Source: an optimization exercise on an open RTL-to-GDS flow (aim: small area). Production flows keep margins and buffers that such runs may drop.
Function was checked by simulation only, so behaviour that the tests miss may differ from the original.
No driver is modelled on the clock port, so clocking that relies on it looks cheaper here than on a real chip.
Power figures rest on the tool's default switching activity, not on a simulated workload.

[design/flow/flow/run.sh]
#!/bin/bash
# Standard layout, with the port buffers made from the smallest buffer cell
# (resizing still upsizes any that timing or slew needs) and a clock tree
# without the dummy balancing loads.
set -euo pipefail
bash standard.sh synth > synth.log 2>&1
export BUFFER_PORTS_ARGS="-buffer_cell sky130_fd_sc_hd__buf_1"
export CTS_ARGS="-sink_clustering_enable -repair_clock_nets -dont_use_dummy_load -buf_list sky130_fd_sc_hd__clkbuf_8 -sink_clustering_size 40 -sink_clustering_max_diameter 200 -sink_clustering_levels 1"
bash standard.sh finish > finish.log 2>&1
[design/flow/standard.sh]
#!/bin/bash
# synth_recipe.tcl (not shown) runs the flow's synth.tcl, then flattens the netlist and writes it again
# the make line also repeats each setting of config.mk as NAME=value (left out here)
make -C /OpenROAD-flow-scripts/flow DESIGN_CONFIG=/design/flow/config.mk WORK_HOME=/design/flow/orfs CLKGATE_MAP_FILE= SYNTH_SCRIPT=/design/flow/synth_recipe.tcl "${@:-finish}"
[design/flow/config.mk]
export PLATFORM = sky130hd
export DESIGN_NAME = bc211_core
export DESIGN_NICKNAME = bc211_core
export VERILOG_FILES = /design/flow/design.v
export SDC_FILE = /design/flow/constraint.sdc
export NUM_CORES = 4
export LEC_CHECK = 0
export CAP_MARGIN = 20
export CORE_MARGIN = 2
export CORE_UTILIZATION = 40
export CTS_BUF_LIST = sky130_fd_sc_hd__clkbuf_8
export SLEW_MARGIN = 20
[design/flow/constraint.sdc]
create_clock -name core_clock -period 10.0 [get_ports {clk}]
set_input_delay 2.0000 -clock core_clock [delete_from_list [all_inputs] [get_ports {clk}]]
set_output_delay 2.0000 -clock core_clock [all_outputs]
set_load 0.01 [all_outputs]
[design/flow/design.v]
`default_nettype none
module bc211_core (
    input  wire        clk,
    input  wire        rst,
    input  wire [7:0]  cfg_debounce_n,
    input  wire        cfg_notify_en,
    input  wire        tick,
    input  wire        stop,
    input  wire [31:0] now,
    output reg         hid_open,
    input  wire        hid_open_done,
    input  wire        hid_open_ok,
    output reg         hid_close,
    output wire        tx_valid,
    output reg  [7:0]  tx_data,
    output wire        tx_last,
    input  wire        tx_ready,
    input  wire        tx_done,
    input  wire [1:0]  tx_status,
    output reg         rx_req,
    input  wire        rx_valid,
    input  wire [7:0]  rx_data,
    input  wire        rx_timeout,
    output wire [50:0] snap,        
    output wire [5:0]  err,         
    output wire [2:0]  link_sst,
    output wire        link_rc,
    output wire [2:0]  link_bst,
    output wire [5:0]  ev_valid,
    output wire [17:0] ev_prev,
    output wire [17:0] ev_new,
    output wire [31:0] ev_ts,
    output wire [5:0]  nt_valid,
    output wire [17:0] nt_summary
);
    localparam [5:0]  STATUS_POLL_MAX = 6'd50;
    localparam [2:0] S_OPEN = 3'd0, S_CONFIG = 3'd1, S_INIT_DIR = 3'd2, S_INIT_PU = 3'd3,
                     S_IDLE = 3'd4, S_READ = 3'd5, S_DEAD = 3'd6, S_OFF = 3'd7;
    localparam [2:0] B_CLOSED = 3'd0, B_IDLE = 3'd1, B_CMD = 3'd2, B_STAT = 3'd3, B_DATA = 3'd4;
    localparam [2:0] X_NONE = 3'd0, X_LOAD = 3'd1, X_SEND = 3'd2, X_SWAIT = 3'd3,
                     X_RWAIT = 3'd4, X_CLASS = 3'd5, X_POST = 3'd6;
    localparam [2:0] O_OK = 3'd0, O_LEN = 3'd1, O_TIMEOUT = 3'd2, O_BUSY = 3'd3, O_NACK = 3'd4,
                     O_IOERR = 3'd5, O_BADSIZE = 3'd6;
    localparam [2:0] E_NONE = 3'd0, E_DEVNF = 3'd1, E_BUSTIMEOUT = 3'd2, E_BUSERROR = 3'd3,
                     E_INIT = 3'd4, E_BADSIZE = 3'd5, E_IOERROR = 3'd6;
    localparam [2:0] ST_UNKNOWN = 3'd0, ST_EMPTY = 3'd1, ST_CHARGING = 3'd2,
                     ST_FULL = 3'd3, ST_ERROR = 3'd4;
    reg [2:0]  sst;
    reg        rc;
    reg        open_wait;
    reg [2:0]  err_det;
    reg        err_m;       
    reg [2:0]  bst;
    reg [2:0]  xph;
    reg        try_cnt;
    reg [5:0]  k;
    reg [5:0]  idx;         
    reg [1:0]  q;           
    reg [11:0] pt;          
    reg [17:0] cm;          
    reg [7:0]  ring [0:5];
    reg [2:0]  ph;
    reg        wt;          
    reg        act;         
    reg [5:0]  sm;          
    reg [5:0]  cf;          
    reg        first;       
    reg        snap_stale;
    reg [31:0] snap_ts;
    integer j;
    function [2:0] dec;
        input [1:0] pair;
        case (pair)
            2'b11:   dec = ST_EMPTY;
            2'b10:   dec = ST_CHARGING;
            2'b01:   dec = ST_FULL;
            default: dec = ST_ERROR;
        endcase
    endfunction
    reg [17:0] dec_all;
    reg [17:0] snap_st;
    always @(*) begin
        for (j = 0; j < 6; j = j + 1) begin
            dec_all[3*j +: 3] = dec(pt[2*j +: 2]);
            snap_st[3*j +: 3] = ev_valid[j] ? dec_all[3*j +: 3] : cm[3*j +: 3];
        end
    end
    assign snap       = {snap_ts, snap_stale, snap_st};
    reg [2:0] err_cls;
    always @(*) begin
        case (err_det)
            O_OK:      err_cls = err_m ? E_DEVNF : E_NONE;
            O_LEN:     err_cls = E_BUSERROR;
            O_TIMEOUT: err_cls = err_m ? E_INIT : E_BUSTIMEOUT;
            O_IOERR:   err_cls = E_IOERROR;
            O_BADSIZE: err_cls = E_BADSIZE;
            default:   err_cls = err_m ? E_INIT : E_BUSERROR;   
        endcase
    end
    assign err        = {err_det, err_cls};
    assign link_sst   = sst;
    assign link_rc    = rc;
    assign link_bst   = bst;
    assign ev_prev    = cm;
    assign ev_new     = snap_st;
    assign ev_ts      = snap_ts;
    assign nt_summary = snap_st;
    assign tx_valid = (xph == X_SEND);
    assign tx_last  = (idx == 6'd63);
    always @(*) begin
        tx_data = 8'h00;
        if (idx[5:3] == 3'd0) begin
            if (bst == B_STAT)
                tx_data = (idx[2:0] == 3'd0) ? 8'h30 : 8'h00;
            else if (bst == B_DATA)
                tx_data = (idx[2:0] == 3'd0) ? 8'h31 : 8'h00;
            else begin
                case (sst)
                    S_CONFIG:
                        case (idx[2:0])
                            3'd0: tx_data = 8'h10;
                            3'd2: tx_data = 8'h04;
                            3'd4: tx_data = 8'hA0;
                            3'd5: tx_data = 8'h86;
                            3'd6: tx_data = 8'h01;
                            default: tx_data = 8'h00;
                        endcase
                    S_READ:
                        case (idx[2:0])
                            3'd0: tx_data = 8'h22;
                            3'd1: tx_data = 8'h20;
                            3'd2: tx_data = 8'h01;
                            3'd3: tx_data = 8'h02;
                            3'd4: tx_data = 8'h12;
                            default: tx_data = 8'h00;
                        endcase
                    default:
                        case (idx[2:0])
                            3'd0: tx_data = 8'h20;
                            3'd1: tx_data = 8'h20;
                            3'd2: tx_data = 8'h03;
                            3'd4: tx_data = (sst == S_INIT_DIR) ? 8'h00 : 8'h0C;
                            3'd5: tx_data = 8'hFF;
                            3'd6: tx_data = 8'hFF;
                            default: tx_data = 8'h00;
                        endcase
                endcase
            end
        end
    end
    reg [7:0] xcode;
    always @(*) begin
        case (bst)
            B_STAT:  xcode = 8'h30;
            B_DATA:  xcode = 8'h31;
            default: xcode = (sst == S_CONFIG) ? 8'h10 :
                             (sst == S_READ)   ? 8'h22 : 8'h20;
        endcase
    end
    wire rx_byte = (xph == X_RWAIT) && !rx_timeout && rx_valid;
    wire d_is0   = (rx_data == 8'h00);
    wire d_is1   = (rx_data == 8'h01);
    wire d_is2   = (rx_data == 8'h02);
    wire d_is3   = (rx_data == 8'h03);
    wire d_is4   = (rx_data == 8'h04);
    wire good    = (q == 2'b01);
    wire pt_lo   = rx_byte && (idx == 6'd4) && (bst == B_DATA) && good;
    wire pt_hi   = rx_byte && (idx == 6'd5) && (bst == B_DATA) && good;
    wire sw_done = (xph == X_SWAIT) && tx_done;
    wire sw_fail = sw_done && (tx_status != 2'd0);
    wire rw_to   = (xph == X_RWAIT) && rx_timeout;
    wire cls_now = (xph == X_CLASS);
    wire ex_fire = sw_fail || rw_to || cls_now;
    wire [1:0] qq = cls_now ? q : 2'b00;
    reg       go_stat, go_data, poll_again, retry, fin;
    reg [2:0] fin_out;
    reg       af;           
    reg [2:0] af_out;
    always @(*) begin
        go_stat = 1'b0; go_data = 1'b0; poll_again = 1'b0; retry = 1'b0;
        fin = 1'b0; fin_out = O_OK; af = 1'b0; af_out = O_TIMEOUT;
        if (ex_fire) begin
            if (sw_fail) begin
                fin = 1'b1; fin_out = tx_status[1] ? O_BADSIZE : O_IOERR;
            end else begin
                case (bst)
                    B_CMD: begin
                        if (qq == 2'b01) go_stat = 1'b1;
                        else if (qq == 2'b10) begin af = 1'b1; af_out = O_BUSY; end
                        else begin af = 1'b1; af_out = O_TIMEOUT; end
                    end
                    B_STAT: begin
                        if (qq == 2'b01) begin
                            if (sst == S_READ) go_data = 1'b1;
                            else begin fin = 1'b1; fin_out = O_OK; end
                        end else if (qq == 2'b10) begin
                            af = 1'b1; af_out = O_NACK;
                        end else if (qq == 2'b11) begin
                            af = 1'b1; af_out = O_TIMEOUT;
                        end else if (k == STATUS_POLL_MAX) begin
                            af = 1'b1; af_out = O_TIMEOUT;
                        end else begin
                            poll_again = 1'b1;
                        end
                    end
                    default: begin  
                        if (qq == 2'b01) begin
                            fin = 1'b1; fin_out = O_OK;
                        end else if (qq == 2'b11) begin
                            af = 1'b1; af_out = O_LEN;
                        end else begin
                            af = 1'b1; af_out = O_TIMEOUT;
                        end
                    end
                endcase
                if (af) begin
                    if ((af_out == O_TIMEOUT || af_out == O_NACK) && !try_cnt)
                        retry = 1'b1;
                    else begin
                        fin = 1'b1; fin_out = af_out;
                    end
                end
            end
        end
    end
    wire       poll_ok = fin && (fin_out == O_OK) && (sst == S_READ);
    wire       post    = (xph == X_POST);
    wire       upd     = act || (wt && ph == 3'd0);
    reg  [5:0] dcm;         
    always @(*)
        for (j = 0; j < 6; j = j + 1)
            dcm[j] = (dec_all[3*j +: 3] != cm[3*j +: 3]);
    wire [7:0] c0  = sm[ph] ? ring[0] : 8'd0;
    wire [8:0] n   = {1'b0, c0} + 9'd1;
    wire       cmt = dcm[ph] && (n >= {1'b0, cfg_debounce_n});
    wire [7:0] c_nx = (dcm[ph] && !cmt) ? n[7:0] : 8'd0;
    wire [5:0] commit_now = post ? cf : 6'd0;
    reg  [5:0] full_now;
    always @(*)
        for (j = 0; j < 6; j = j + 1)
            full_now[j] = (pt[2*j +: 2] == 2'b01);
    assign ev_valid = commit_now;
    assign nt_valid = cfg_notify_en ? (commit_now & full_now) : 6'd0;
    always @(posedge clk) begin
        if (rx_byte) begin
            case (idx)
                6'd0: q <= (rx_data == xcode) ? 2'b01 : 2'b00;
                6'd1: q <= !good ? 2'b00 : d_is0 ? 2'b01 : d_is1 ? 2'b10 : d_is2 ? 2'b11 : 2'b00;
                6'd2: if (bst == B_STAT)
                          q <= !good ? 2'b00 : d_is2 ? 2'b01 : d_is3 ? 2'b10 : d_is4 ? 2'b11 : 2'b00;
                6'd3: if (bst == B_DATA)
                          q <= good ? (d_is2 ? 2'b01 : 2'b11) : (q == 2'b11) ? 2'b11 : 2'b00;
                default: ;
            endcase
        end
        if (pt_lo) begin
            pt[7:0] <= rx_data;
            for (j = 0; j < 4; j = j + 1)
                sm[j] <= !first && (rx_data[2*j +: 2] == pt[2*j +: 2]);
        end
        if (pt_hi) begin
            pt[11:8] <= rx_data[3:0];
            sm[4] <= !first && (rx_data[1:0] == pt[9:8]);
            sm[5] <= !first && (rx_data[3:2] == pt[11:10]);
        end
        for (j = 0; j < 5; j = j + 1)
            ring[j] <= ring[j + 1];
        ring[5] <= upd ? c_nx : ring[0];
        case (xph)
            X_LOAD: idx <= 6'd0;
            X_SEND: if (tx_ready) idx <= idx + 6'd1;
            X_RWAIT: if (rx_byte) idx <= idx + 6'd1;
            default: ;
        endcase
        if (rst) begin
            sst        <= S_OPEN;
            rc         <= 1'b0;
            open_wait  <= 1'b0;
            err_m      <= 1'b0;
            err_det    <= O_OK;
            bst        <= B_CLOSED;
            xph        <= X_NONE;
            try_cnt    <= 1'b0;
            snap_stale <= 1'b1;
            snap_ts    <= 32'd0;
            hid_open   <= 1'b0;
            hid_close  <= 1'b0;
            rx_req     <= 1'b0;
            cm         <= 18'd0;
            ph         <= 3'd0;
            wt         <= 1'b0;
            act        <= 1'b0;
            first      <= 1'b1;
        end else begin
            hid_open  <= 1'b0;
            hid_close <= 1'b0;
            rx_req    <= 1'b0;
            ph <= (ph == 3'd5) ? 3'd0 : ph + 3'd1;
            if (pt_hi) begin
                wt    <= 1'b1;
                first <= 1'b0;
            end else if (ph == 3'd0)
                wt    <= 1'b0;
            if (wt && ph == 3'd0)
                act <= 1'b1;
            else if (ph == 3'd5)
                act <= 1'b0;
            if (upd)
                cf <= {cmt, cf[5:1]};
            for (j = 0; j < 6; j = j + 1)
                if (commit_now[j])
                    cm[3*j +: 3] <= dec_all[3*j +: 3];
            case (xph)
                X_LOAD: begin
                    xph  <= X_SEND;
                    if (bst == B_STAT) k <= k + 6'd1;
                end
                X_SEND: begin
                    if (tx_ready && idx == 6'd63) xph <= X_SWAIT;
                end
                X_SWAIT: begin
                    if (tx_done && tx_status == 2'd0) begin
                        rx_req <= 1'b1;
                        xph    <= X_RWAIT;
                    end
                end
                X_RWAIT: begin
                    if (rx_byte && idx == 6'd63) xph <= X_CLASS;
                end
                X_POST: xph <= X_NONE;
                default: ;
            endcase
            if (go_stat) begin
                bst <= B_STAT;
                k   <= 6'd0;
                xph <= X_LOAD;
            end else if (poll_again) begin
                xph <= X_LOAD;
            end else if (go_data) begin
                bst <= B_DATA;
                xph <= X_LOAD;
            end else if (retry) begin
                try_cnt <= 1'b1;
                bst     <= B_CMD;
                xph     <= X_LOAD;
            end else if (fin) begin
                bst <= B_IDLE;
                xph <= poll_ok ? X_POST : X_NONE;
            end
            case (sst)
                S_OPEN: begin
                    if (!open_wait) begin
                        hid_open  <= 1'b1;
                        open_wait <= 1'b1;
                    end else if (hid_open_done) begin
                        open_wait <= 1'b0;
                        if (hid_open_ok) begin
                            bst <= B_IDLE;
                            sst <= S_CONFIG;
                        end else begin
                            snap_stale <= 1'b1;
                            err_m      <= 1'b1;
                            err_det    <= O_OK;
                            sst        <= S_DEAD;
                        end
                    end
                end
                S_CONFIG, S_INIT_DIR, S_INIT_PU: begin
                    if (bst == B_IDLE && xph == X_NONE) begin
                        try_cnt <= 1'b0;
                        bst     <= B_CMD;
                        xph     <= X_LOAD;
                    end else if (fin) begin
                        if (fin_out == O_OK) begin
                            if (sst == S_CONFIG) sst <= S_INIT_DIR;
                            else if (sst == S_INIT_DIR) sst <= S_INIT_PU;
                            else begin
                                rc  <= 1'b0;
                                sst <= S_IDLE;
                            end
                        end else if (fin_out == O_IOERR) begin
                            snap_stale <= 1'b1;
                            err_m      <= 1'b1;
                            err_det    <= O_IOERR;
                            hid_close  <= 1'b1;
                            bst        <= B_CLOSED;
                            if (rc) sst <= S_DEAD;
                            else begin
                                rc  <= 1'b1;
                                sst <= S_OPEN;
                            end
                        end else begin
                            snap_stale <= 1'b1;
                            err_m      <= 1'b1;
                            err_det    <= fin_out;
                            hid_close  <= 1'b1;
                            bst        <= B_CLOSED;
                            sst        <= S_DEAD;
                        end
                    end
                end
                S_IDLE: begin
                    if (stop) begin
                        hid_close <= 1'b1;
                        bst       <= B_CLOSED;
                        sst       <= S_OFF;
                    end else if (tick) begin
                        sst     <= S_READ;
                        try_cnt <= 1'b0;
                        bst     <= B_CMD;
                        xph     <= X_LOAD;
                    end
                end
                S_READ: begin
                    if (fin) begin
                        case (fin_out)
                            O_OK: begin
                                snap_ts    <= now;
                                snap_stale <= 1'b0;
                                err_m      <= 1'b0;
                                err_det    <= O_OK;
                                sst        <= S_IDLE;
                            end
                            O_TIMEOUT: begin
                                snap_stale <= 1'b1;
                                err_m      <= 1'b0;
                                err_det    <= O_TIMEOUT;
                                sst        <= S_IDLE;
                            end
                            O_IOERR: begin
                                snap_stale <= 1'b1;
                                err_m      <= 1'b0;
                                err_det    <= O_IOERR;
                                hid_close  <= 1'b1;
                                bst        <= B_CLOSED;
                                rc         <= 1'b1;
                                sst        <= S_OPEN;
                            end
                            O_BADSIZE: begin
                                snap_stale <= 1'b1;
                                err_m      <= 1'b0;
                                err_det    <= O_BADSIZE;
                                hid_close  <= 1'b1;
                                bst        <= B_CLOSED;
                                sst        <= S_DEAD;
                            end
                            default: begin
                                snap_stale <= 1'b1;
                                err_m      <= 1'b0;
                                err_det    <= fin_out;
                                sst        <= S_IDLE;
                            end
                        endcase
                    end
                end
                default: ;
            endcase
        end
    end
endmodule
`default_nettype wire
==> impl_results.md, run 1 <==
- Worst setup endpoint: ev_new[12]
- # resized after CTS: 0
- Die Wd: 151 um
- DRT antenna net count: 0
- Largest net degree at the start of global routing: 72
- Core area: 21100 um^2
- CP startpoint: xph[2]
- Asr flop ratio synth: 0%
- RSZ-0062 raised after global routing: false
- Site Rows: 53
- Synth Register Bits: 162
- Top FF cell, synth: dfxtp_1
- Root Buffer: clkbuf_8
- Wire length per cell: 15.1 um
- Final Power: 1.34 mW
- Post-route DRC: 0
- Clock sink count: 162
- Clock Pin Slew Worst Setup and Hold Paths: 0.10 ns
- Longest Clk Path Bufs: 2
- Leakage: 3.54 nW
- Setup TNS: 0 ns
- PD cells: 142 nW/um^2
- R2r startpoint: ph[0]
- Max-Cap Viols: 0
- Post-CTS Hold Buffers: 0
- Hold crit path type: reg2reg
- First-pass GRT wire length: 32100 um
- Starting Density: 41.0%
- Post-synth cell types: 72
- R2r worst-path depth: 15
- Area grow syn2layout: 8.51%
- Minimum clock period: 4.97 ns
- Routed vias: 6899
- DR iter-0 viols: 364
- Final net count: 1186
- Share of layout cells above drive strength 1: 5.15%
- Area leader, netlist: dfxtp_1
- Top cells by area, synth: dfxtp_1 29%, edfxtp_1 13%, buf_4 6.2%, nand2_1 5.3%, ha_1 5.2%
- Critical-path maximum fanout: 13
- Initial antenna violation count: 0
- Worst Tran Pin Value: 1.08 ns
- Vert. Die Dim: 151 um
- Fin. max-slew vios: 0
- Maximum vdd ir drop: 0.118 mV
- GPL Wtd Cong: 0.910
- Final Skew: 0.0410 ns
- R2R Path End: ring[5][4]
- Vias in the first global route: 6189
- Critical Path RT: 8.00 ns
- Mean Syn Cell Area: 9.17 um^2
- Fin crit share: 49.7%
- I/O pin cnt: 236
- Die Area: 22800 um^2
- # setup viols final: 0
- Critical path capture point type: primary output
- Synth top area share: 28.7%
- Cells after Synth: 943
- CTS tree: done
- GRT Residual Overflow: 0
- Cell area after synthesis: 8640 um^2
- Final hold vios: 0
- Fill cells: 2166
- Slew headroom: 27.9%
- Kind of critical path: reg2out
- I/O Buffers: 235
- Post-CTS setup buffers: 0
- Htree depth: 4
- First-pass DRT Iterations: 5
- Startpoint Class: flip-flop
- CTS Buf Count: 17
- Ant. Diodes: 0
- Hold slack: 0.291 ns
- Reg2reg setup slack: 6.03 ns
- DR vias/cell: 5.07
- Fmax achieved: 0.201 GHz
- Worst-Skew Late Latency: 0.45 ns
- Net Count, Synth: 1040
- Synth warnings: 2
- WL final: 20500 um
- Detailed placement HPWL: 15300 um
- CP arrival: 2.97 ns
- GRT Util Overall: 17.7%
- Sequential share of the synthesized area: 41.9%
- Post-synth EDFFs: 38
- Status: timing/DRC/antenna clean
per-stage QoR:
stage / instances / setup slack, ns / util, % / cell area [um^2]
6_report: 1362 / 5.03 / 44.5 / 9380
5_1_grt: 1362 / 4.82 / 44.5 / 9380
4_1_cts: 1362 / 5.05 / 44.5 / 9380
3_5_place_dp: 1345 / 5.36 / 43.4 / 9150
3_3_place_gp: 1345 / 5.38 / 43.4 / 9150
2_1_floorplan: 943 / 5.82 / - / 8640
synthesized netlist by cell type (6+ instances only):
| cell type | n |
|---|---|
| buf_2 | 7 |
| nand2b_1 | 10 |
| edfxtp_1 | 38 |
| nor4_1 | 6 |
| nand3_1 | 27 |
| mux2i_1 | 36 |
| o21ai_0 | 30 |
| nand2_1 | 121 |
| nor2_1 | 70 |
| o31ai_1 | 13 |
| a211oi_1 | 6 |
| nor2b_1 | 10 |
| clkbuf_1 | 27 |
| inv_1 | 51 |
| mux2_2 | 12 |
| a22o_1 | 9 |
| xnor2_1 | 10 |
| xor2_1 | 30 |
| nor3_1 | 26 |
| and3_1 | 14 |
| nand3b_1 | 8 |
| ha_1 | 36 |
| dfxtp_1 | 124 |
| buf_4 | 71 |
| and2_1 | 21 |
| a21oi_1 | 36 |
power breakdown:
part / internal, mW / total [mW] / switching (mW)
Clock: 0.150 / 0.356 / 0.205
Sequential: 0.685 / 0.722 / 0.0369
Combinational: 0.0984 / 0.259 / 0.160
flip-flops by register name (all words and copies together) (netlist names), 6 cells and up:
| register | count |
|---|---|
| snap_ts | 32 |
| cm | 18 |
| pt | 12 |
| sm | 6 |
| cf | 6 |
| idx | 6 |
| k | 6 |
| ring | 48 |
metal layers:
| metal | up-vias | wire, um | part of all wire, % | GRT usage (%) |
|---|---|---|---|---|
| met3 | 16 | 1090 | 5.3 | 3.43 |
| met2 | 200 | 9530 | 46 | 28.1 |
| met5 | - | 0 | 0 | 0 |
| met1 | 3223 | 9680 | 47 | 24.8 |
| li1 | 3460 | - | - | - |
| met4 | 0 | 216 | 1.1 | 4.53 |
worst max-delay path, cell delays in order (launching register included):
cell and delay (ns):
dfxtp_1 0.60, inv_1 0.17, nor2_1 0.49, nand2_1 0.26
o31ai_1 0.81, buf_1 0.23
how the worst min path moves through the flow:
stage	start	to	slack (ns)	cells after the start
2_1_floorplan	ring[1][0]	ring[0][0]	0.31	0
3_3_place_gp	ring[3][5]	ring[2][5]	0.31	0
3_5_place_dp	ring[3][5]	ring[2][5]	0.31	0
4_1_cts	ring[2][4]	ring[1][4]	0.29	0
5_1_grt	ring[2][4]	ring[1][4]	0.29	0
6_report	ring[2][4]	ring[1][4]	0.29	0
final cells by class:
| class | count | area (um^2) | area share, % |
|---|---|---|---|
| Clock buffer | 17 | 234 | 2.49 |
| Sequential cell | 162 | 3620 | 38.6 |
| Tap cell | 275 | 344 | 3.67 |
| Timing Repair Buffer | 240 | 920 | 9.80 |
| Multi-Input combinational cell | 617 | 4070 | 43.4 |
| Inverter | 51 | 191 | 2.04 |
logic make-up after synthesis:
kind of cell / synth area share (%)
AOI/OAI and AO/OA: 12.5
xor gates and xnor gates: 4.24
muxes: 5.99
buffers and inverters: 11.1
adders and majority gates: 5.21
DFF: 41.9
and+or+nand+nor: 19.0
placed cells by master (no fill, tap or decap), drive strengths merged, types with 13 or more instances in the layout:
master and n:
clkbuf 17, nand3 28, mux2i 36, nor3 26, inv 51, nor2 70
xor2 30, nand2 121, o31ai 13, buf 240, ha 36, dfxtp 124
edfxtp 38, and2 21, and3 14, a21oi 37, o21ai 34
==> run 2: changes to the inputs <==
==> design/flow/flow/run.sh (replaced) <==
#!/bin/bash
# The standard layout with three changes:
#  - synthesis maps the logic with an area-oriented ABC script (flow/area.abc);
#    the flip-flops and every other synthesis step are the standard ones;
#  - the port buffers are made from the smallest buffer cell (resizing still
#    upsizes any that timing or slew needs);
#  - the clock tree is built without dummy balancing loads.
set -euo pipefail
here=$PWD
sed "s#SYNTH_SCRIPT=[^ ]*#SYNTH_SCRIPT=$here/flow/synth_area.tcl#" standard.sh > area_standard.sh
grep -q "SYNTH_SCRIPT=$here/flow/synth_area.tcl" area_standard.sh
export AREA_ABC_SCRIPT=$here/flow/area.abc
export BUFFER_PORTS_ARGS="-buffer_cell sky130_fd_sc_hd__buf_1"
export CTS_ARGS="-sink_clustering_enable -repair_clock_nets -dont_use_dummy_load -buf_list sky130_fd_sc_hd__clkbuf_8"
bash area_standard.sh synth > synth.log 2>&1
bash area_standard.sh finish > finish.log 2>&1
==> design/flow/flow/area.abc (new file) <==
strash
dch -f
amap
mfs2
strash
dch -f
amap
mfs2
strash
dch -f
amap
topo
==> design/flow/flow/synth_area.tcl (new file) <==
# synth_recipe.tcl with one change: the technology mapping of the logic uses
# an area-oriented ABC script (flow/area.abc) in place of ORFS's speed script.
# Everything else, including the flip-flop mapping, is the standard synthesis.
proc synth {args} { yosys synth -nofsm -noshare {*}$args }
proc abc {args} {
  set i [lsearch -exact $args -script]
  if {$i >= 0} { lset args [expr {$i + 1}] $::env(AREA_ABC_SCRIPT) }
  yosys abc {*}$args
}
source $::env(SCRIPTS_DIR)/synth.tcl
# left out here: clear keep_hierarchy, flatten, clean up, hide names made inside functions, write 1_2_yosys.v
==> run 2 against run 1 <==
Net effect:
- still clean
- clock skew is 0.011 ns lower
- routed wire length is 2.1% lower
- via count is 3.1% lower
- combinational power is 3% lower
- design area is 7.9% lower
- register-to-register slack worse by 1.0 ns
- clock-buffer cell count stayed put
- sequential power is 2% lower
- setup slack worse by 0.051 ns
- area after synthesis is 11% lower
- die area is 11% lower
- critical endpoint is now ring[5][5]
- highest routed layer unchanged
==> impl_results.md, run 2 <==
- Status: timing/DRC/antenna clean
- Kind of critical path: reg2reg
- Maximum vdd ir drop: 0.0797 mV
- Critical path capture point type: flip-flop
- Final Skew: 0.0296 ns
- DRT antenna net count: 0
- Critical-path maximum fanout: 9
- WL met1: 9200 um
- Inst Count DP: 1265
- Area grow syn2layout: 12.5%
- DR vias/cell: 5.21
- Family with the most delay on the worst path: compound AO/OA/AOI/OAI gates
- R2r worst-path depth: 18
- Post-CTS setup buffers: 0
- Largest net degree at the start of global routing: 39
- # setup viols final: 0
- Core area: 18800 um^2
- DR WL met2: 9280 um
- I/O Buffers: 235
- Synth top area share: 32.3%
- Fin crit share: 50.2%
- RSZ-0062 raised after global routing: false
- Largest register by flop count: ring
- Htree depth: 4
- Reg2reg setup slack: 4.98 ns
- CP peak stage delay: 0.61 ns
- Critical Path RT: 10.36 ns
- Site Rows: 50
- Vert. Die Dim: 143 um
- DR iter-0 viols: 466
- Area leader, netlist: dfxtp_1
- Net Count, Synth: 958
- Final hold vios: 0
- Fin. max-slew vios: 0
- Asr flop ratio synth: 0%
- Worst Hold End: ring[2][2]
- Commonest cells post-synth: 136 x clkinv_1, 133 x nor2_1, 124 x dfxtp_1, 69 x buf_4, 47 x nor3_1
- GRT Residual Overflow: 0
- Mean Syn Cell Area: 8.92 um^2
- Dpl ws: 4.98 ns
- Post-synth cell types: 39
- HP Start: ring[3][2]
- GRT Util Overall: 19.5%
- Hold crit path type: reg2reg
- Ant. Diodes: 0
- Post-route DRC: 0
- Startpoint Class: flip-flop
- Vias in the first global route: 6008
- Clock Pin Slew Worst Setup and Hold Paths: 0.09 ns
- Initial antenna violation count: 0
- First-pass GRT wire length: 30700 um
- Starting Density: 40.9%
- Synth warnings: 2
- Post-CTS Hold Buffers: 0
- Wire length per cell: 15.7 um
- CTS Buf Count: 17
- Root Buffer: clkbuf_8
- Die Area: 20300 um^2
- I/O pin cnt: 236
- Worst-Skew Late Latency: 0.46 ns
- WL met3: 1380 um
- Finished Cell Area: 8640 um^2
- Cell area after synthesis: 7680 um^2
- GPL Wtd Cong: 0.921
- Top Layer Used: met4
- Leakage: 3.11 nW
- WL final: 20100 um
- Minimum clock period: 5.02 ns
- Clock sink count: 162
- R2R Path End: ring[5][5]
- Commonest cells after routing, fill and taps aside: 234 x buf_1, 136 x clkinv_1, 131 x nor2_1
- Worst Tran Pin Value: 0.823 ns
- Synth Register Bits: 162
- Largest regs: ring (48), snap_ts (32), cm (18)
- Fmax achieved: 0.199 GHz
- Cell with the most instances after synthesis: clkinv_1
- Hold Path Stages: 0
- CP arrival: 5.38 ns
- Die Wd: 143 um
- Post-synth EDFFs: 38
- Detailed placement HPWL: 15200 um
- First-pass DRT Iterations: 5
- Setup TNS: 0 ns
- Final net count: 1147
- Max FFs per register: 48
- Top FF cell, synth: dfxtp_1
- Sequential share of the synthesized area: 47.2%
- CTS tree: done
- PD cells: 153 nW/um^2
- Slew headroom: 43.7%
- Slowest CP cell: a2111oi_0
- Max-Cap Viols: 0
- Final setup margin: 4.98 ns
- Placed cell area: 8390 um^2
- # resized after CTS: 0
- Top cells by area, synth: dfxtp_1 32%, edfxtp_1 15%, buf_4 6.7%, clkinv_1 6.6%, nor2_1 6.5%
- Worst path bufs/invs: 3
- Longest Clk Path Bufs: 2
- CP Cell Sequence: clkinv_1 > o22ai_1 > o22ai_1 > a21oi_1 > nor2_1 > ha_1 > clkinv_1 > nor3_1 > o21ai_0 > clkinv_1 > ha_1 > nand4_1 > o22ai_1 > a211oi_1 > o21ai_0 > a2111oi_0 > nand2b_1 > o32ai_1
- Routed vias: 6685
- Cells after Synth: 861
- R2r startpoint: ph[0]
- Final Instance Count excl. Fillers: 1282
- Most common cell after layout, fill and taps aside: buf_1
- Share of layout cells above drive strength 1: 2.48%
-- run 2: per-layer routing --
layer / global-route usage [%] / vias up
met1: 26.2 / 3075
li1: - / 3346
met4: 6.31 / 0
met3: 4.85 / 16
met2: 30.8 / 248
met5: 0 / -
-- run 2: per-stage QoR --
stage | hold WS (ns) | power (mW) | util [%]
2_1_floorplan | 0.310 | 0.889 | -
3_3_place_gp | 0.310 | 0.968 | 44.6
3_5_place_dp | 0.312 | 0.967 | 44.7
4_1_cts | 0.321 | 1.33 | 45.9
5_1_grt | 0.329 | 1.39 | 46.0
6_report | 0.318 | 1.32 | 46.0
-- run 2: cell families (layout without fill, tap and decap cells) --
logic type,Yosys count,in the layout,share of synthesized area (%)
xor+xnor,2,2,0.228
flops,162,162,47.2
fa+ha+maj,36,36,5.87
simple gates,264,264,14.9
compound gates,192,192,18.4
buf+inv,205,392,13.4
-- run 2: area by class of cell --
class                      count  area [um^2]
timing repair buffer         239          933
inverter                     136          510
tap                          234          293
fill                        1920        10100
clock buffer                  17          234
multi-input combinational    494         3040
sequential                   162         3620
-- run 2: report_power, final --
group	leakage, nW	internal [mW]	switching, mW	total, mW
logic	1.64	0.0816	0.169	0.251
registers	1.35	0.687	0.0202	0.707
clock network	0.122	0.150	0.210	0.360
total	3.11	0.918	0.399	1.32
-- run 2: worst max path at each step --
| stage | slack (ns) | depth (start not counted) | to | startpoint |
|---|---|---|---|---|
| after floorplan | 5.79 | 11 | err_det[1] | tx_done |
| after global placement | 5.19 | 12 | err_det[1] | tx_status[1] |
| after detailed placement | 4.98 | 12 | err_det[1] | tx_status[1] |
| after CTS | 5.04 | 18 | ring[5][5] | ph[0] |
| after global routing | 4.34 | 18 | ring[5][1] | ph[0] |
| final | 4.98 | 18 | ring[5][5] | ph[0] |
==> run 3: changes to the inputs <==
--- a/design/flow/design.v
+++ b/design/flow/design.v
@@ -19,3 +19,3 @@
     input  wire [1:0]  tx_status,
-    output reg         rx_req,
+    output wire        rx_req,
     input  wire        rx_valid,
@@ -40,3 +40,3 @@
     localparam [2:0] X_NONE = 3'd0, X_LOAD = 3'd1, X_SEND = 3'd2, X_SWAIT = 3'd3,
-                     X_RWAIT = 3'd4, X_CLASS = 3'd5, X_POST = 3'd6;
+                     X_RWAIT = 3'd4, X_RREQ = 3'd5, X_POST = 3'd6, X_CLASS = 3'd7;
     localparam [2:0] O_OK = 3'd0, O_LEN = 3'd1, O_TIMEOUT = 3'd2, O_BUSY = 3'd3, O_NACK = 3'd4,
@@ -108,2 +108,3 @@
     assign tx_valid = (xph == X_SEND);
+    assign rx_req   = (xph == X_RREQ);
     assign tx_last  = (idx == 6'd63);
@@ -159,3 +160,4 @@
     end
-    wire rx_byte = (xph == X_RWAIT) && !rx_timeout && rx_valid;
+    wire rx_wait = (xph == X_RWAIT) || (xph == X_RREQ);
+    wire rx_byte = rx_wait && !rx_timeout && rx_valid;
     wire d_is0   = (rx_data == 8'h00);
@@ -170,3 +172,3 @@
     wire sw_fail = sw_done && (tx_status != 2'd0);
-    wire rw_to   = (xph == X_RWAIT) && rx_timeout;
+    wire rw_to   = rx_wait && rx_timeout;
     wire cls_now = (xph == X_CLASS);
@@ -235,3 +237,3 @@
     wire       cmt = dcm[ph] && (n >= {1'b0, cfg_debounce_n});
-    wire [7:0] c_nx = (dcm[ph] && !cmt) ? n[7:0] : 8'd0;
+    wire [7:0] c_nx = dcm[ph] ? n[7:0] : 8'd0;
     wire [5:0] commit_now = post ? cf : 6'd0;
@@ -271,3 +273,3 @@
             X_SEND: if (tx_ready) idx <= idx + 6'd1;
-            X_RWAIT: if (rx_byte) idx <= idx + 6'd1;
+            X_RWAIT, X_RREQ: if (rx_byte) idx <= idx + 6'd1;
             default: ;
@@ -287,3 +289,2 @@
             hid_close  <= 1'b0;
-            rx_req     <= 1'b0;
             cm         <= 18'd0;
@@ -296,3 +297,2 @@
             hid_close <= 1'b0;
-            rx_req    <= 1'b0;
             ph <= (ph == 3'd5) ? 3'd0 : ph + 3'd1;
@@ -321,9 +321,8 @@
                 X_SWAIT: begin
-                    if (tx_done && tx_status == 2'd0) begin
-                        rx_req <= 1'b1;
-                        xph    <= X_RWAIT;
-                    end
+                    if (tx_done && tx_status == 2'd0)
+                        xph    <= X_RREQ;
                 end
-                X_RWAIT: begin
+                X_RWAIT, X_RREQ: begin
                     if (rx_byte && idx == 6'd63) xph <= X_CLASS;
+                    else                         xph <= X_RWAIT;
                 end
==> run 3 against run 2 <==
Net effect:
- register-to-register slack improved by 0.79 ns
- combinational power decreased by 9.6%
- sequential share of layout area increased by 0.16 points
- flip-flop and latch count decreased by 1
- clock skew increased by 0.0027 ns
- area after synthesis decreased by 0.44%
- first-iteration DRC count decreased by 23%
- fmax increased by 5.1%
- largest power group unchanged
==> impl_results.md, run 3 <==
- CP Cell Sequence: nor3_1 > clkinv_1 > nor2_1 > clkinv_1 > nor4_1 > a31o_1 > buf_1
- Placed cell area: 8320 um^2
- Core area: 18700 um^2
- Starting Density: 40.9%
- Slew headroom: 35.0%
- Synth warnings: 2
- Inst Count DP: 1253
- Largest regs: ring (48), snap_ts (32), cm (18)
- Wire length per cell: 15.2 um
- DRT antenna net count: 0
- Critical Path RT: 8.00 ns
- RSZ-0062 raised after global routing: false
- Cell area after synthesis: 7640 um^2
- Area leader, netlist: dfxtp_1
- Final Skew: 0.0323 ns
- Post-route DRC: 0
- Max FFs per register: 48
- First-pass GRT wire length: 29900 um
- CP arrival: 2.78 ns
- I/O pin cnt: 236
- Critical-path maximum fanout: 6
- Post-CTS setup buffers: 0
- Routed vias: 6579
- Dpl ws: 5.33 ns
- PD cells: 149 nW/um^2
- Ant. Diodes: 0
- Final Instance Count excl. Fillers: 1270
- Mean Syn Cell Area: 8.98 um^2
- Setup TNS: 0 ns
- Worst-Skew Late Latency: 0.45 ns
- Fin. max-slew vios: 0
- # setup viols final: 0
- Clock Pin Slew Worst Setup and Hold Paths: 0.07 ns
- Site Rows: 50
- Cells after Synth: 851
- Htree depth: 4
- I/O Buffers: 235
- # resized after CTS: 0
- CTS Buf Count: 17
- CP most frequent cell: clkinv_1
- CP peak stage delay: 0.47 ns
- Final core occ: 45.7%
- GRT Residual Overflow: 0
- Net Count, Synth: 951
- Leakage: 3.05 nW
- Final setup margin: 5.22 ns
- DR iter-0 viols: 361
- Hold slack: 0.303 ns
- Post-synth EDFFs: 38
- Kind of critical path: reg2out
- Worst Tran Pin Value: 0.965 ns
- Share of layout cells above drive strength 1: 2.12%
- Startpoint Class: flip-flop
- Final net count: 1138
- Initial antenna violation count: 0
- Clock sink count: 161
- Fin crit share: 47.8%
- Die Wd: 142 um
- Longest Clk Path Bufs: 2
- Sequential share of the synthesized area: 47.1%
- First-pass DRT Iterations: 5
- GRT Util Overall: 18.9%
- Maximum vdd ir drop: 0.110 mV
- Detailed placement HPWL: 14600 um
- WL final: 19200 um
- Vias in the first global route: 5906
- Final hold vios: 0
- Synth top area share: 32.2%
- Most common cell after layout, fill and taps aside: buf_1
- Top FF cell, synth: dfxtp_1
- Asr flop ratio synth: 0%
- Largest net degree at the start of global routing: 37
- Cell with the most instances after synthesis: nor2_1
- Top cells by area, synth: dfxtp_1 32%, edfxtp_1 15%, buf_4 6.8%, ha_1 6.4%, nor2_1 6.4%
- Minimum clock period: 4.78 ns
- CTS tree: done
- Critical path capture point type: primary output
- Vert. Die Dim: 142 um
- Fmax achieved: 0.209 GHz
- Largest register by flop count: ring
- Die Area: 20200 um^2
- Status: timing/DRC/antenna clean
- Final Power: 1.28 mW
- GPL Wtd Cong: 0.953
- DR vias/cell: 5.18
- Root Buffer: clkbuf_8
- Slowest CP cell: nor3_1
- Post-CTS Hold Buffers: 0
- Max-Cap Viols: 0
- Hold crit path type: reg2reg
- Post-synth cell types: 40
- Commonest cells after routing, fill and taps aside: 234 x buf_1, 128 x nor2_1, 126 x clkinv_1
- Area grow syn2layout: 11.9%
- Commonest cells post-synth: 130 x nor2_1, 126 x clkinv_1, 123 x dfxtp_1, 69 x buf_4, 40 x nand2_1
- Finished Cell Area: 8560 um^2
- Synth Register Bits: 161
[run 3: worst max-delay path, delay by kind of cell (launching register included)]
kind / cells / cell delay (ns)
buffers and inverters: 3 / 0.51
flip-flops: 1 / 0.46
AO/OA/AOI/OAI: 1 / 0.17
AND/OR/NAND/NOR: 3 / 1.21
[run 3: power breakdown]
group	leakage, nW	total (mW)	switching (mW)	internal (mW)
clock network	0.122	0.352	0.202	0.150
registers	1.34	0.700	0.0195	0.680
logic	1.59	0.227	0.152	0.0751
[run 3: final cells by class]
type                    instances  area, um^2
well taps                     234         293
fillers                      1863       10100
repair buffers                237         898
multi-input cells             495        3060
flip-flops and latches        161        3600
inverters                     126         473
clock buffers                  17         234
[run 3: cells by family (layout without fill, tap and decap cells)]
| logic type | Yosys count | after routing | synth area share (%) |
|---|---|---|---|
| xor gates and xnor gates | 2 | 2 | 0.229 |
| buffers and inverters | 195 | 380 | 13.0 |
| DFF | 161 | 161 | 47.1 |
| adders and majority gates | 39 | 39 | 6.38 |
| AOI/OAI and AO/OA | 203 | 203 | 19.1 |
| and+or+nand+nor | 251 | 251 | 14.2 |
[run 3: path summary, 6_finish.rpt]
path	end	slack, ns	cells after the start	from
worst min-delay path	ring[3][1]	0.30	0	ring[4][1]
worst min register to register	ring[3][1]	0.30	0	ring[4][1]
worst max register to register	cf[5]	5.77	17	ph[0]
worst max-delay path	tx_data[2]	5.22	7	idx[4]
[run 3: layer usage]
layer	up-vias	wire (um)	track usage, %
met4	0	214	5.32
met5	-	0	0
met3	12	1200	4.14
met1	3006	8880	24.8
li1	3315	-	-
met2	246	8950	31.6
==> run 4: changes to the inputs <==
--- a/design/flow/flow/run.sh
+++ b/design/flow/flow/run.sh
@@ -2,4 +2,5 @@
 # The standard layout with three changes:
-#  - synthesis maps the logic with an area-oriented ABC script (flow/area.abc);
-#    the flip-flops and every other synthesis step are the standard ones;
+#  - synthesis leaves the adders to ABC and maps the logic with an
+#    area-oriented ABC script (flow/area.abc); the flip-flops and every other
+#    synthesis step are the standard ones (flow/synth_area.tcl);
 #  - the port buffers are made from the smallest buffer cell (resizing still
==> design/flow/flow/synth_area.tcl (replaced) <==
# synth_recipe.tcl with two changes: no half/full adder cells are extracted
# (extract_fa), so all the logic goes to ABC, and the technology mapping of
# the logic uses an area-oriented ABC script (flow/area.abc) in place of
# ORFS's speed script. Everything else, including the flip-flop mapping, is
# the standard synthesis.
proc synth {args} { yosys synth -nofsm -noshare {*}$args }
proc abc {args} {
  set i [lsearch -exact $args -script]
  if {$i >= 0} { lset args [expr {$i + 1}] $::env(AREA_ABC_SCRIPT) }
  yosys abc {*}$args
}
proc extract_fa {args} { }
source $::env(SCRIPTS_DIR)/synth.tcl
# left out here: clear keep_hierarchy, flatten, clean up, hide names made inside functions, write 1_2_yosys.v
--- a/design/flow/config.mk
+++ b/design/flow/config.mk
@@ -7,3 +7,3 @@
 export LEC_CHECK = 0
-export CAP_MARGIN = 20
+export CAP_MARGIN = 0
 export CORE_MARGIN = 2
@@ -11,2 +11,2 @@
 export CTS_BUF_LIST = sky130_fd_sc_hd__clkbuf_8
-export SLEW_MARGIN = 20
+export SLEW_MARGIN = 0
==> run 4 against run 3 <==
Net effect:
- critical path type is now in2reg
- non-clock buffer count rose by 3
- clock-buffer cell count did not move
- design area fell by 6.0%
- final cell count fell by 4.6%
- largest power group unchanged
- highest routed layer unchanged
- worst hold slack improved by 0.0071 ns
- first-iteration DRC count rose by 17%
- register-to-register slack got worse by 0.46 ns
- flip-flop and latch count did not move
- still clean on timing, DRC and antenna
==> impl_results.md, run 4 <==
- Status: timing/DRC/antenna clean
- Post-CTS setup buffers: 0
- Largest net degree at the start of global routing: 40
- Vias in the first global route: 5680
- WL final: 18800 um
- Final Instance Count excl. Fillers: 1211
- Vert. Die Dim: 137 um
- Post-synth cell types: 41
- Startpoint Class: input pin
- Leakage: 2.71 nW
- Mean Syn Cell Area: 8.93 um^2
- I/O pin cnt: 236
- Final Skew: 0.0367 ns
- Synth warnings: 2
- Share of layout cells above drive strength 1: 2.33%
- DR vias/cell: 5.21
- Die Area: 18900 um^2
- Clock Pin Slew Worst Setup and Hold Paths: 0.09 ns
- Setup TNS: 0 ns
- Post-route DRC: 0
- Area grow syn2layout: 12.9%
- Initial antenna violation count: 0
- CTS Buf Count: 17
- RSZ-0062 raised after global routing: false
- Clock sink count: 161
- Critical-path maximum fanout: 33
- # resized after CTS: 0
- GRT Residual Overflow: 0
- GRT Util Overall: 20.0%
- Site Rows: 48
- Ant. Diodes: 0
- Max-Cap Viols: 0
- Final hold vios: 0
- Final setup margin: 4.66 ns
- Maximum vdd ir drop: 0.0689 mV
- Routed vias: 6315
- Detailed placement HPWL: 14500 um
- Slew headroom: 26.2%
- Htree depth: 4
- Cells after Synth: 798
- Fmax achieved: 0.187 GHz
- Fin. max-slew vios: 0
- Largest regs: ring (48), snap_ts (32), cm (18)
- CP arrival: 5.64 ns
- Final net count: 1049
- Synth Register Bits: 161
- Post-CTS Hold Buffers: 0
- Worst Tran Pin Value: 1.10 ns
- DRT antenna net count: 0
- Root Buffer: clkbuf_8
- Commonest cells post-synth: 125 x nor2_1, 123 x dfxtp_1, 104 x clkinv_1, 69 x buf_4, 46 x nand2_1
- Core area: 17400 um^2
- Dpl ws: 4.29 ns
- Minimum clock period: 5.34 ns
- I/O Buffers: 235
- Net Count, Synth: 859
- Post-synth EDFFs: 38
- Cell with the most instances after synthesis: nor2_1
- Most common cell after layout, fill and taps aside: buf_1
- Fin crit share: 53.4%
- Top FF cell, synth: dfxtp_1
- First-pass GRT wire length: 28900 um
- Commonest cells after routing, fill and taps aside: 234 x buf_1, 125 x nor2_1, 123 x dfxtp_1
- Synth top area share: 34.6%
- Kind of critical path: in2reg
- Die Wd: 137 um
- Critical path capture point type: flip-flop
- Sequential share of the synthesized area: 50.6%
- GPL Wtd Cong: 0.950
- Asr flop ratio synth: 0%
- Reg2reg setup slack: 5.31 ns
- First-pass DRT Iterations: 5
- DR iter-0 viols: 423
- Wire length per cell: 15.5 um
- Largest register by flop count: ring
- Top cells by area, synth: dfxtp_1 35%, edfxtp_1 16%, buf_4 7.3%, nor2_1 6.6%, clkinv_1 5.5%
- Area leader, netlist: dfxtp_1
- Starting Density: 41.1%
- # setup viols final: 0
- CTS tree: done
- Critical Path RT: 10.30 ns
- Cell area after synthesis: 7130 um^2
- Longest Clk Path Bufs: 2
- PD cells: 160 nW/um^2
- Max FFs per register: 48
- Worst-Skew Late Latency: 0.45 ns
- Hold crit path type: reg2reg
- Inst Count DP: 1194
==> run 4: cell types whose count changed in the layout (fill, tap and decap cells not counted), moves of 9 or more <==
cell / before / now
and3_1: 12 / 2
o22ai_1: 35 / 44
ha_1: 39 / 0
a21oi_1: 36 / 18
nor3_1: 28 / 44
clkinv_1: 126 / 104
==> run 4: layout make-up <==
type,instances,area (um^2)
fillers,1767,9310
flip-flops and latches,161,3600
multi-input cells,464,2620
repair buffers,240,921
inverters,104,390
well taps,225,282
clock buffers,17,234
==> run 4: path summary, 6_finish.rpt <==
| path | startpoint | depth (start not counted) | endpoint |
|---|---|---|---|
| max | tx_status[1] | 9 | snap_ts[8] |
| max reg2reg | sst[0] | 11 | snap_ts[8] |
| min | ring[2][3] | 0 | ring[1][3] |
| min reg2reg | ring[2][3] | 0 | ring[1][3] |
==> run 4: through the flow <==
stage	power, mW	util [%]	area [um^2]	hold slack, ns
after floorplan	0.870	-	7130	0.310
after global placement	0.947	45.0	7810	0.310
after detailed placement	0.942	45.0	7810	0.312
after CTS	1.30	46.4	8050	0.308
after global routing	1.36	46.4	8050	0.320
final	1.29	46.4	8050	0.310
==> run 4: cells by family after synthesis <==
kind of cell              share of synthesized area [%]
and+or+nand+nor                                    16.0
AOI/OAI and AO/OA                                  20.4
buffers and inverters                              12.7
DFF                                                50.6
xor gates and xnor gates                          0.246
==> run 4: metal layers <==
metal  wire, um  vias up  share of wire [%]  global-route usage [%]
li1           -     3178                  -                       -
met1       8510     2860                 45                    26.1
met2       8640      252                 46                    32.3
met3       1210       25                6.5                    5.26
met4        426        0                2.3                    6.59
met5          0        -                  0                       0
==> run 4: critical path: stages <==
cell,delay [ns]
buf_1,0.14
nor3_1,0.11
nor3_1,0.57
nor2_1,0.18
clkinv_1,0.16
nor2_1,0.10
nand2_1,0.80
clkinv_1,1.04
o221a_1,0.51
==> run 4: report_power, final <==
group,leakage (nW),internal (mW),total (mW),switching (mW)
Clock,0.122,0.150,0.356,0.205
Sequential,1.34,0.681,0.703,0.0216
Combinational,1.24,0.0750,0.228,0.153
Total,2.71,0.907,1.29,0.380
==> run 5: changes to the inputs <==
--- a/design/flow/config.mk
+++ b/design/flow/config.mk
@@ -7,3 +7,3 @@
 export LEC_CHECK = 0
-export CAP_MARGIN = 0
+export CAP_MARGIN = 20
 export CORE_MARGIN = 2
@@ -11,2 +11,2 @@
 export CTS_BUF_LIST = sky130_fd_sc_hd__clkbuf_8
-export SLEW_MARGIN = 0
+export SLEW_MARGIN = 20
==> run 5 against run 4 <==
Net effect:
- design area up 0.37%
- combinational power about the same
- clock-buffer cell count unchanged
- sequential power hardly changed
- synthesized cell count unchanged
- flip-flop and latch count is the same
- non-clock buffer count increased by 1
- critical path type is now in2out
==> impl_results.md, run 5 <==
- Largest register by flop count: ring
- I/O Buffers: 235
- Cell area after synthesis: 7130 um^2
- Storage element area: 3600 um^2
- Slowest CP cell: nor3_1
- DR vias/cell: 5.28
- Largest regs: ring (48), snap_ts (32), cm (18)
- CTS tree: done
- First-pass GRT wire length: 29200 um
- I/O pin cnt: 236
- CP peak stage delay: 0.41 ns
- Cells after Synth: 798
- Final core occ: 46.5%
- Cell with the most instances after synthesis: nor2_1
- # setup viols final: 0
- Reg power frac: 54.6%
- Most common cell after layout, fill and taps aside: buf_1
- Family with the most delay on the worst path: buffers and inverters
- CTS Buf Count: 17
- Worst-Skew Late Latency: 0.45 ns
- R2r startpoint: sst[0]
- Fin. max-slew vios: 0
- Setup TNS: 0 ns
- Routed vias: 6395
- Slew headroom: 29.8%
- Commonest cells post-synth: 125 x nor2_1, 123 x dfxtp_1, 104 x clkinv_1, 69 x buf_4, 46 x nand2_1
- RSZ-0062 raised after global routing: false
- Net Count, Synth: 859
- Clock sink count: 161
- Die Wd: 137 um
- Asr flop ratio synth: 0%
- Starting Density: 41.1%
- First-pass DRT Iterations: 5
- Share of layout cells above drive strength 1: 2.53%
- Initial antenna violation count: 0
- Fill cells: 1760
- Final hold vios: 0
- Gate power share: 17.9%
- Footprint of the multi-input gates: 2620 um^2
- GPL Wtd Cong: 0.950
- Max-Cap Viols: 0
- DR iter-0 viols: 460
- Detailed placement HPWL: 14600 um
- Worst setup endpoint: nt_valid[2]
- Fmax achieved: 0.202 GHz
- Startpoint Class: input pin
- Final setup margin: 5.04 ns
- Critical path capture point type: primary output
- Net Sw Frac: 29.6%
- Reg2reg setup slack: 5.76 ns
- Switch Pwr: 0.382 mW
- Synth top area share: 34.6%
- Longest Clk Path Bufs: 2
- Mean Syn Cell Area: 8.93 um^2
- Final Power: 1.29 mW
- Ant. Diodes: 0
- Area leader, netlist: dfxtp_1
- Largest net degree at the start of global routing: 40
- Clock Pin Slew Worst Setup and Hold Paths: 0.09 ns
- Htree depth: 4
- Post-route DRC: 0
- Levels on crit path: 4
- Leakage: 2.72 nW
- Root Buffer: clkbuf_8
- Worst path bufs/invs: 3
- Wire length per cell: 15.6 um
- WL final: 18900 um
- Post-synth EDFFs: 38
- Top FF cell, synth: dfxtp_1
- CP most frequent cell: buf_1
- GRT Util Overall: 20.1%
- Core area: 17400 um^2
- CP Cell Sequence: buf_1 > clkinv_1 > nor3_1 > buf_1
- R2r worst-path depth: 11
- Post-CTS setup buffers: 0
- CP startpoint: cfg_notify_en
- Status: timing/DRC/antenna clean
- PD cells: 160 nW/um^2
- Minimum clock period: 4.96 ns
- Critical Path RT: 8.00 ns
- GRT Residual Overflow: 0
- Vias in the first global route: 5706
- Maximum vdd ir drop: 0.0779 mV
- Final Skew: 0.0356 ns
- Clk pwr share: 27.5%
- Max FFs per register: 48
- Vert. Die Dim: 137 um
- DRT antenna net count: 0
- Synth Register Bits: 161
- Site Rows: 48
- Fin crit share: 49.6%
- CP arrival: 2.96 ns
- Synth warnings: 2
- Final net count: 1050
- Area grow syn2layout: 13.3%
- Kind of critical path: in2out
- Critical-path maximum fanout: 6
- Post-synth cell types: 41
- Dpl ws: 4.29 ns
- Sequential share of the synthesized area: 50.6%
- # resized after CTS: 0
- Post-CTS Hold Buffers: 0
- Worst Tran Pin Value: 1.05 ns
- R2R Path End: snap_ts[1]
- Hold crit path type: reg2reg
- Commonest cells after routing, fill and taps aside: 234 x buf_1, 125 x nor2_1, 123 x dfxtp_1
- Die Area: 18900 um^2
- Top cells by area, synth: dfxtp_1 35%, edfxtp_1 16%, buf_4 7.3%, nor2_1 6.6%, clkinv_1 5.5%
- Internal: 0.908 mW
- Inst Count DP: 1195
- Final Instance Count excl. Fillers: 1212
[run 5: cell counts after synthesis]
Identical to the previous run, type by type.
[run 5: power by group through the flow]
| stage | logic (mW) | registers [mW] | clock network, mW |
|---|---|---|---|
| after CTS | 0.229 | 0.703 | 0.369 |
| after global routing | 0.261 | 0.706 | 0.394 |
| after floorplan | 0.155 | 0.715 | 0 |
| after detailed placement | 0.228 | 0.717 | 0 |
| final | 0.231 | 0.704 | 0.354 |
| after global placement | 0.229 | 0.718 | 0 |
[run 5: how the worst min path moves through the flow]
stage	cells past startpoint	to	start	slack, ns
6_report	0	ring[1][3]	ring[2][3]	0.31
5_1_grt	0	ring[4][0]	ring[5][0]	0.32
4_1_cts	0	ring[1][3]	ring[2][3]	0.31
3_5_place_dp	0	ring[0][3]	ring[1][3]	0.31
3_3_place_gp	0	ring[3][3]	ring[4][3]	0.31
2_1_floorplan	0	ring[0][0]	ring[1][0]	0.31
[run 5: routing by layer]
metal  vias up  part of all wire [%]  GRT usage (%)  wire length [um]
met5         -                     0              0                 0
met4         0                   2.3           6.93               436
met3        28                   7.6           5.19              1440
met2       279                    45           31.5              8520
met1      2909                    45           26.9              8510
li1       3179                     -              -                 -
[run 5: worst reg2reg max path, delay by kind of cell, from the launching register on]
kind / cells / cell delay (ns)
simple gates: 5 / 1.61
compound gates: 1 / 0.50
buf+inv: 5 / 1.55
flops: 1 / 0.45
[run 5: kinds of logic (layout without fill, tap and decap cells)]
group	count (synthesis)	count (layout)	share of synthesized area (%)
AO/OA/AOI/OAI	200	200	20.4
XOR/XNOR	2	2	0.246
buffers and inverters	173	362	12.7
flip-flops	161	161	50.6
AND/OR/NAND/NOR	262	262	16.0
[run 5: layout make-up]
cell class	instances	area share, %
Timing Repair Buffer	241	11.7
Inverter	104	4.83
Multi-Input combinational cell	464	32.4
Clock buffer	17	2.90
Tap cell	225	3.49
Sequential cell	161	44.6
[run 5: stage by stage]
stage	instance area, um^2	hold WS (ns)
6_report	8080	0.307
5_1_grt	8080	0.321
4_1_cts	8070	0.309
3_5_place_dp	7840	0.312
3_3_place_gp	7810	0.310
2_1_floorplan	7130	0.310
==> run 6: changes to the inputs <==
--- a/design/flow/flow/run.sh
+++ b/design/flow/flow/run.sh
@@ -7,3 +7,4 @@
 #    upsizes any that timing or slew needs);
-#  - the clock tree is built without dummy balancing loads.
+#  - the clock tree is two levels of buffers built by flow/clock_tree.tcl
+#    before CTS, in place of TritonCTS's H-tree.
 set -euo pipefail
@@ -14,3 +15,4 @@
 export BUFFER_PORTS_ARGS="-buffer_cell sky130_fd_sc_hd__buf_1"
-export CTS_ARGS="-sink_clustering_enable -repair_clock_nets -dont_use_dummy_load -buf_list sky130_fd_sc_hd__clkbuf_8"
+export PRE_CTS_TCL=$here/flow/clock_tree.tcl
+export CTS_ARGS="-clk_nets clk -dont_use_dummy_load -buf_list sky130_fd_sc_hd__clkbuf_8"
 bash area_standard.sh synth > synth.log 2>&1
==> design/flow/flow/clock_tree.tcl (new file) <==
# Clock tree made before CTS (PRE_CTS_TCL): the clock port drives one root
# buffer, which drives 16 leaf buffers, each placed at the centre of a group
# of about ten flip-flops (the sinks split by recursive bisection along the
# longer side). Every register sees the same two buffers, so the tree is
# balanced; CTS then has no unbuffered clock net left to work on.
proc manual_clock_tree {K cell {root ""}} {
  set block [ord::get_db_block]
  set clknet [$block findNet clk]
  set sinks {}
  foreach it [$clknet getITerms] {
    set inst [$it getInst]
    set m [[$inst getMaster] getName]
    if {[$it isInputSignal] || [[$it getMTerm] getSigType] == "CLOCK" || [[$it getMTerm] getName] == "CLK"} {
      set loc [$inst getLocation]
      lappend sinks [list $it [lindex $loc 0] [lindex $loc 1]]
    }
  }
  # simple recursive bisection into K groups (K a power of two)
  set groups [list $sinks]
  while {[llength $groups] < $K} {
    set ng {}
    foreach g $groups {
      set xs [lmap s $g {lindex $s 1}]; set ys [lmap s $g {lindex $s 2}]
      set dx [expr {[tcl::mathfunc::max {*}$xs] - [tcl::mathfunc::min {*}$xs]}]
      set dy [expr {[tcl::mathfunc::max {*}$ys] - [tcl::mathfunc::min {*}$ys]}]
      set idx [expr {$dx >= $dy ? 1 : 2}]
      set gs [lsort -integer -index $idx $g]
      set h [expr {[llength $gs] / 2}]
      lappend ng [lrange $gs 0 [expr {$h - 1}]] [lrange $gs $h end]
    }
    set groups $ng
  }
  set master [[ord::get_db] findMaster $cell]
  set src $clknet
  if {$root != ""} {
    # one root buffer between the clock port and the cluster buffers
    set sx 0; set sy 0
    foreach s $sinks { incr sx [lindex $s 1]; incr sy [lindex $s 2] }
    set rb [odb::dbInst_create $block [[ord::get_db] findMaster $root] "clkbuf_manual_root"]
    set src [odb::dbNet_create $block "clk_manual_root"]
    $src setSigType CLOCK
    [$rb findITerm A] connect $clknet
    [$rb findITerm X] connect $src
    $rb setLocation [expr {$sx / [llength $sinks]}] [expr {$sy / [llength $sinks]}]
    $rb setPlacementStatus PLACED
  }
  set i 0
  foreach g $groups {
    set sx 0; set sy 0
    foreach s $g { incr sx [lindex $s 1]; incr sy [lindex $s 2] }
    set cx [expr {$sx / [llength $g]}]; set cy [expr {$sy / [llength $g]}]
    set buf [odb::dbInst_create $block $master "clkbuf_manual_$i"]
    set net [odb::dbNet_create $block "clk_manual_$i"]
    $net setSigType CLOCK
    foreach s $g { set it [lindex $s 0]; $it disconnect; $it connect $net }
    [$buf findITerm A] connect $src
    [$buf findITerm X] connect $net
    $buf setLocation $cx $cy
    $buf setPlacementStatus PLACED
    incr i
  }
  puts "manual clock tree: [llength $sinks] sinks in $K clusters of $cell"
}

manual_clock_tree 16 sky130_fd_sc_hd__clkbuf_4 sky130_fd_sc_hd__clkbuf_16
==> run 6 against run 5 <==
Net effect:
- setup slack lost 0.019 ns
- highest routed layer unchanged
- sequential share of layout area grew 0.50 points
- worst hold slack better by 0.025 ns
- still clean on timing, DRC and antenna
- fmax down 0.38%
==> impl_results.md, run 6 <==
- Initial antenna violation count: 0
- Sequential share of the synthesized area: 50.6%
- Startpoint Class: input pin
- Post-route DRC: 0
- Routed vias: 6404
- Post-CTS setup buffers: 0
- Final Skew: 0.0177 ns
- Synth warnings: 2
- Area leader, netlist: dfxtp_1
- Wire length per cell: 15.6 um
- Max FFs per register: 48
- Asr flop ratio synth: 0%
- WL met3: 1390 um
- Top cells by area, synth: dfxtp_1 35%, edfxtp_1 16%, buf_4 7.3%, nor2_1 6.6%, clkinv_1 5.5%
- CP peak stage delay: 0.42 ns
- Core area: 17400 um^2
- Die Wd: 137 um
- GRT Residual Overflow: 0
- Largest regs: ring (48), snap_ts (32), cm (18)
- Commonest cells after routing, fill and taps aside: 234 x buf_1, 125 x nor2_1, 123 x dfxtp_1
- I/O pin cnt: 236
- Fin crit share: 49.8%
- Site Rows: 48
- DRT antenna net count: 0
- Fin. max-slew vios: 0
- Worst-Skew Late Latency: 0.40 ns
- First-pass DRT Iterations: 5
- Final hold vios: 0
- Most common cell after layout, fill and taps aside: buf_1
- Synth top area share: 34.6%
- Cells after Synth: 798
- Maximum vdd ir drop: 0.0807 mV
- PD cells: 153 nW/um^2
- First-pass GRT wire length: 29200 um
- Share of layout cells above drive strength 1: 2.53%
- Leakage: 2.69 nW
- # resized after CTS: 0
- I/O Buffers: 235
- Family with the most delay on the worst path: buffers and inverters
- Synth Register Bits: 161
- R2r worst-path depth: 11
- Die Area: 18900 um^2
- Ant. Diodes: 0
- # setup viols final: 0
- GRT Util Overall: 19.2%
- Post-synth cell types: 41
- Post-CTS Hold Buffers: 0
- Levels on crit path: 4
- Cell with the most instances after synthesis: nor2_1
- Status: timing/DRC/antenna clean
- Final Power: 1.22 mW
- DR WL met2: 8350 um
- Worst path bufs/invs: 3
- Setup TNS: 0 ns
- Vias in the first global route: 5750
- Cell area after synthesis: 7130 um^2
- Area grow syn2layout: 12.1%
- Max-Cap Viols: 0
- Hold crit path type: reg2reg
- WL final: 18900 um
- Slowest CP cell: nor3_1
- Minimum clock period: 4.98 ns
- Kind of critical path: in2out
- Mean Syn Cell Area: 8.93 um^2
- Critical-path maximum fanout: 6
- Fmax achieved: 0.201 GHz
- DR iter-0 viols: 416
- Commonest cells post-synth: 125 x nor2_1, 123 x dfxtp_1, 104 x clkinv_1, 69 x buf_4, 46 x nand2_1
- Starting Density: 41.1%
- CP arrival: 2.98 ns
- Post-synth EDFFs: 38
- Top FF cell, synth: dfxtp_1
- Clock Pin Slew Worst Setup and Hold Paths: 0.10 ns
- Slew headroom: 31.7%
- Largest net degree at the start of global routing: 40
- WL met1: 8530 um
- CP most frequent cell: buf_1
- Final net count: 1050
- RSZ-0062 raised after global routing: false
- Worst Tran Pin Value: 1.02 ns
- Hold Path Stages: 0
- Detailed placement HPWL: 14600 um
- Top Layer Used: met4
- Critical path capture point type: primary output
- DR vias/cell: 5.28
- Critical Path RT: 8.00 ns
- CP Cell Sequence: buf_1 > clkinv_1 > nor3_1 > buf_1
- Vert. Die Dim: 137 um
- Net Count, Synth: 859
- GPL Wtd Cong: 0.950
- Largest register by flop count: ring
[run 6: cell counts after synthesis]
Identical to the previous run, type by type.
[run 6: power breakdown]
part	internal (mW)	leakage [nW]	switching [mW]
Sequential	0.681	1.34	0.0223
Combinational	0.0760	1.26	0.155
Clock	0.0932	0.0859	0.197
Total	0.850	2.69	0.374
[run 6: path summary, 6_finish.rpt]
kind	endpoint	startpoint	slack, ns
min	ring[0][0]	ring[1][0]	0.33
max reg2reg	snap_ts[15]	sst[0]	5.78
max	nt_valid[2]	cfg_notify_en	5.02
min reg2reg	ring[0][0]	ring[1][0]	0.33
[run 6: metrics by stage]
stage / instance area [um^2] / cells / worst slack, ns / hold slack [ns] / util [%]
final: 7990 / 1212 / 5.02 / 0.331 / 46.0
after global routing: 7990 / 1212 / 4.81 / 0.336 / 46.0
after CTS: 7980 / 1212 / 4.28 / 0.312 / 46.0
after detailed placement: 7840 / 1195 / 4.29 / 0.312 / 45.2
after global placement: 7810 / 1194 / 4.26 / 0.310 / 45.0
after floorplan: 7130 / 798 / 5.31 / 0.310 / -
[run 6: routing by layer]
layer / vias to the layer above / track usage (%)
li1: 3181 / -
met1: 2899 / 26.7
met2: 278 / 31.3
met3: 46 / 2.76
met4: 0 / 5.44
met5: - / 0
[run 6: layout make-up]
type	instances	area [um^2]
plain buffers	17	145
fillers	1778	9370
inverters	104	390
multi-input cells	464	2620
flip-flops and latches	161	3600
well taps	225	282
repair buffers	241	948
[run 6: worst register-to-register path, cell delays in order (launching register included)]
cell	delay [ns]
dfxtp_1	0.47
clkinv_1	0.13
nor2_1	0.28
clkinv_1	0.19
nor2_1	0.11
buf_4	0.19
clkinv_1	0.15
nor4_1	0.47
nor4_1	0.20
nand2_2	0.53
clkinv_1	0.86
o221a_1	0.51
[run 6: kinds of logic (layout without fill, tap and decap cells)]
family,Yosys count,count (layout),synth area share [%]
buf+inv,173,362,12.7
xor+xnor,2,2,0.246
simple gates,262,262,16.0
compound gates,200,200,20.4
flops,161,161,50.6

-- what the ideal ports hide --
In the flow no input, the clock included, has a driving cell. The finished layouts below were timed again as built, in two steps.
Step 1 assumes that a clkbuf_16 drives the clock port and a buf_2 every other input.
Step 2 adds t to the input delays and takes it off the output delays; t is the mean of the earliest and latest rising clock arrival at the registers after step 1. Input paths then give back, and output paths get back, about the clock's delay inside the block.
Slacks: ideal ports / drivers / drivers and shift; pairs: ideal ports / drivers.
run	t (ns)	setup WS [ns]	worst hold slack (ns)	slew at the worst register clock pin (ns)	pins driven straight from the clock port
run 1	0.471	5.032 / 4.990 / 5.371	0.291 / 0.291 / 0.291	0.10 / 0.10	1
run 2	0.484	4.981 / 4.981 / 4.888	0.318 / 0.318 / 0.318	0.10 / 0.10	1
run 3	0.479	5.225 / 5.184 / 5.339	0.303 / 0.303 / 0.303	0.10 / 0.10	1
run 4	0.467	4.662 / 4.675 / 4.209	0.310 / 0.310 / 0.310	0.10 / 0.10	1
run 5	0.476	5.040 / 5.016 / 4.749	0.307 / 0.307 / 0.307	0.10 / 0.10	1
run 6	0.436	5.021 / 4.996 / 4.787	0.331 / 0.331 / 0.331	0.12 / 0.12	1
After both steps setup and hold are still met in every run listed. The setup slack of run 4, which loses most, moves by +0.013 ns with the drivers and by -0.453 ns with both steps.
